From an optimization exercise on the open Yosys and OpenROAD flow, aimed at small area and a short achievable clock period; shortcuts taken in it are not production practice. At most, simulation tests tie the RTL to the original design; equivalence was not proved. Power and IR drop assume default switching activity.

## job 101
## swire_decoder
module swire_decoder (
    input  wire        clk,
    input  wire        rst,
    input  wire        sv,
    input  wire        din,
    input  wire        eos,
    input  wire [31:0] cfg_sample_rate,
    input  wire [31:0] cfg_bit_rate,
    input  wire [1:0]  cfg_address_bytes,
    input  wire [31:0] cfg_trig_wait,
    output reg         bits_valid,
    output reg  [1:0]  bits_class,
    output reg         bits_value,
    output wire [31:0] bits_start,
    output wire [31:0] bits_end,
    output reg         bytes_valid,
    output wire [7:0]  bytes_value,
    output reg         bytes_has_cmd,
    output reg         bytes_cmd,
    output reg         bytes_framing_ok,
    output wire [31:0] bytes_start,
    output wire [31:0] bytes_end,
    output reg         master_valid,
    output reg  [2:0]  master_class,
    output reg  [2:0]  master_kind,
    output wire [23:0] master_data,
    output reg  [31:0] master_start,
    output wire [31:0] master_end,
    output reg         slave_valid,
    output wire [7:0]  slave_value,
    output wire [31:0] slave_start,
    output wire [31:0] slave_end,
    output reg         txn_valid,
    output reg         txn_outcome,
    output wire [2:0]  txn_kind,
    output wire [23:0] txn_addr,
    output wire [1:0]  txn_addr_cnt,
    output wire [7:0]  txn_rw_id,
    output wire        txn_rwid_valid,
    output wire        txn_dir,
    output wire [15:0] txn_data_cnt,
    output wire [31:0] txn_start,
    output wire [31:0] txn_end,
    output wire [3:0]  state,
    output reg         shape,
    output reg         txn_open,
    output wire [3:0]  cnt,
    output wire        done
);
export LEC_CHECK = 0
export CAP_MARGIN = 20
export CORE_MARGIN = 2
export CORE_UTILIZATION = 55
export SLEW_MARGIN = 20
create_clock -name core_clock -period 18.0 [get_ports {clk}]
standard.sh (not shown) runs the stock make flow with config.mk's settings and CLKGATE_MAP_FILE= SYNTH_SCRIPT=/design/flow/synth_recipe.tcl, a recipe that flattens the netlist after the stock synthesis.
==> flow/flow/run.sh <==
#!/bin/bash
# The standard layout (the standard.sh), with two changes to how it is
# made: the port buffers are buf_1 cells instead of ORFS's default delay
# buffers, and ORFS's own repair_timing steps aim for extra setup slack.
set -euo pipefail
cd "$(dirname "$0")/.."
export BUFFER_PORTS_ARGS="-buffer_cell sky130_fd_sc_hd__buf_1"
export SETUP_SLACK_MARGIN=13
bash standard.sh > orfs_make.log 2>&1
Setup changes, job 101 to job 102
- changing CORE_UTILIZATION from 55 to 40
Job 102 closes out successfully: all stages finished, all timing, DRC and antenna checks passed.
Job 102 reports a lower routed wire length than job 101 does.
Job 102 against job 101: fmax dropped about 0.38%, portion of total power attributed to combinational logic dropped 1.8 points, detailed-placement wirelength estimate dropped 1.2 mm.

========
## rev 12
Another version of the RTL of swire_decoder (not shown whole).
Size in the first run: roughly 2,600 cells after synthesis, ~550 I/O pins, roughly 28,000 um2 of cells after synthesis.
==> flow/config.mk <==
export PLATFORM = sky130hd
export DESIGN_NAME = swire_decoder
export DESIGN_NICKNAME = swire_decoder
export VERILOG_FILES = /design/flow/design.v
export SDC_FILE = /design/flow/constraint.sdc
export NUM_CORES = 4
export LEC_CHECK = 0
export CAP_MARGIN = 20
export CORE_MARGIN = 2
export CORE_UTILIZATION = 40
export SLEW_MARGIN = 20
==> flow/constraint.sdc <==
create_clock -name core_clock -period 18.0 [get_ports {clk}]
set_input_delay 3.6000 -clock core_clock [delete_from_list [all_inputs] [get_ports {clk}]]
set_output_delay 3.6000 -clock core_clock [all_outputs]
set_load 0.01 [all_outputs]
run.sh (not shown) runs the stock make flow with config.mk's settings and CLKGATE_MAP_FILE= SYNTH_SCRIPT=/design/flow/synth_recipe.tcl, a recipe that flattens the netlist after the stock synthesis.
Stock flow here: none of the scripts above is used.
Rev 12 finished all stages; the layout is clean.
Edits applied to the flow inputs when going from rev 12 to rev 13:
==> flow/flow/run.sh (new file) <==
#!/bin/bash
# The standard layout (the standard.sh), with two changes to how it is
# made: the port buffers are buf_1 cells instead of ORFS's default delay
# buffers, and ORFS's own repair_timing steps aim for extra setup slack.
set -euo pipefail
cd "$(dirname "$0")/.."
export BUFFER_PORTS_ARGS="-buffer_cell sky130_fd_sc_hd__buf_1"
export SETUP_SLACK_MARGIN=12
bash standard.sh > orfs_make.log 2>&1
==> flow/standard.sh (new file) <==
#!/bin/bash
# synth_recipe.tcl (not shown) runs the flow's synth.tcl, then flattens the netlist and writes it again
# the make line also repeats each setting of config.mk as NAME=value (left out here)
make -C /OpenROAD-flow-scripts/flow DESIGN_CONFIG=/design/flow/config.mk WORK_HOME=/design/flow/orfs CLKGATE_MAP_FILE= SYNTH_SCRIPT=/design/flow/synth_recipe.tcl "${@:-finish}"
removed: flow/run.sh
--- outcome ---
Relative to rev 12, highest attainable clock frequency increased by about 10% in rev 13. Rev 13 vs rev 12, critical path launch point: msel[0] vs eos. From rev 12 to rev 13 the numbers moved as follows: final worst setup slack increased by 0.59 ns relative to the old numbers; post-detailed-placement half-perimeter wirelength decreased by 2400 um relative to the old numbers. Lower slew at the pin closest to its max-slew limit goes to rev 13 over rev 12. Rev 13 vs. rev 12: number of cells on the worst hold path went down by 2, final instance area -3200 um2. Number of different library cells in the post-synthesis netlist came out exactly the same in rev 12 and rev 13. Rev 13 against rev 12: sequential share of layout area climbed 2.8 points; average routed wire per standard cell now smaller; clock power share grew by 3.0 points.

========
P:
Another version of the RTL of swire_decoder (not shown whole).
Size: about 550 I/O pins, ~32,000 um2 of cells after synthesis.
make LEC_CHECK=0 CAP_MARGIN=80 CORE_MARGIN=2 CORE_UTILIZATION=60 CTS_BUF_LIST='sky130_fd_sc_hd__clkbuf_4 sky130_fd_sc_hd__clkbuf_8' SLEW_MARGIN=80 finish   # period 18.0 ns
Stock flow here: none of the scripts above is used.
> inputs changed (P -> Q)
- SLEW_MARGIN: 80 -> 20
- CAP_MARGIN: 80 -> 20
- CTS_BUF_LIST: sky130_fd_sc_hd__clkbuf_4 sky130_fd_sc_hd__clkbuf_8 -> unset
- CORE_UTILIZATION: 60 -> 40
--- outcome ---
Minimum clock period improves in Q relative to P. Q: clock network power share higher than P. Overall die area went up by more than a quarter going from P to Q.
No functional check of the RTL was part of any run of this note.

[re-timing with driven ports]
How much do the figures lean on ideal ports? The routed layouts below were timed once more, with nothing changed but the port constraints. Step 1, drivers: a clkbuf_16 drives clk and a buf_2 each remaining input, both assumed. Step 2 moves the port delays by t, midway between the first and last clock arrival at a register: inputs arrive t later, outputs are due t later. That takes back most of the time a late clock gives input paths. Slacks: ideal ports / drivers / drivers and shift; pairs: ideal ports / drivers.
run | t, ns | setup slack, ns | hold slack, ns
job 101 | 0.659 | 12.653 / 12.653 / 12.289 | 0.476 / 0.476 / 0.476
job 102 | 0.661 | 12.633 / 12.619 / 12.222 | 0.468 / 0.468 / 0.468
rev 12 | 0.663 | 11.597 / 11.594 / 10.930 | 0.472 / 0.472 / 0.472
rev 13 | 0.676 | 12.189 / 12.124 / 11.595 | 0.472 / 0.472 / 0.472
P | 0.749 | 11.004 / 11.004 / 11.004 | 0.464 / 0.464 / 0.464
Q | 0.694 | 11.453 / 11.462 / 10.804 | 0.453 / 0.453 / 0.453
After both steps every run listed still meets setup and hold. The setup slack of rev 12, which loses most, moves by -0.003 ns with the drivers and by -0.667 ns with both steps.
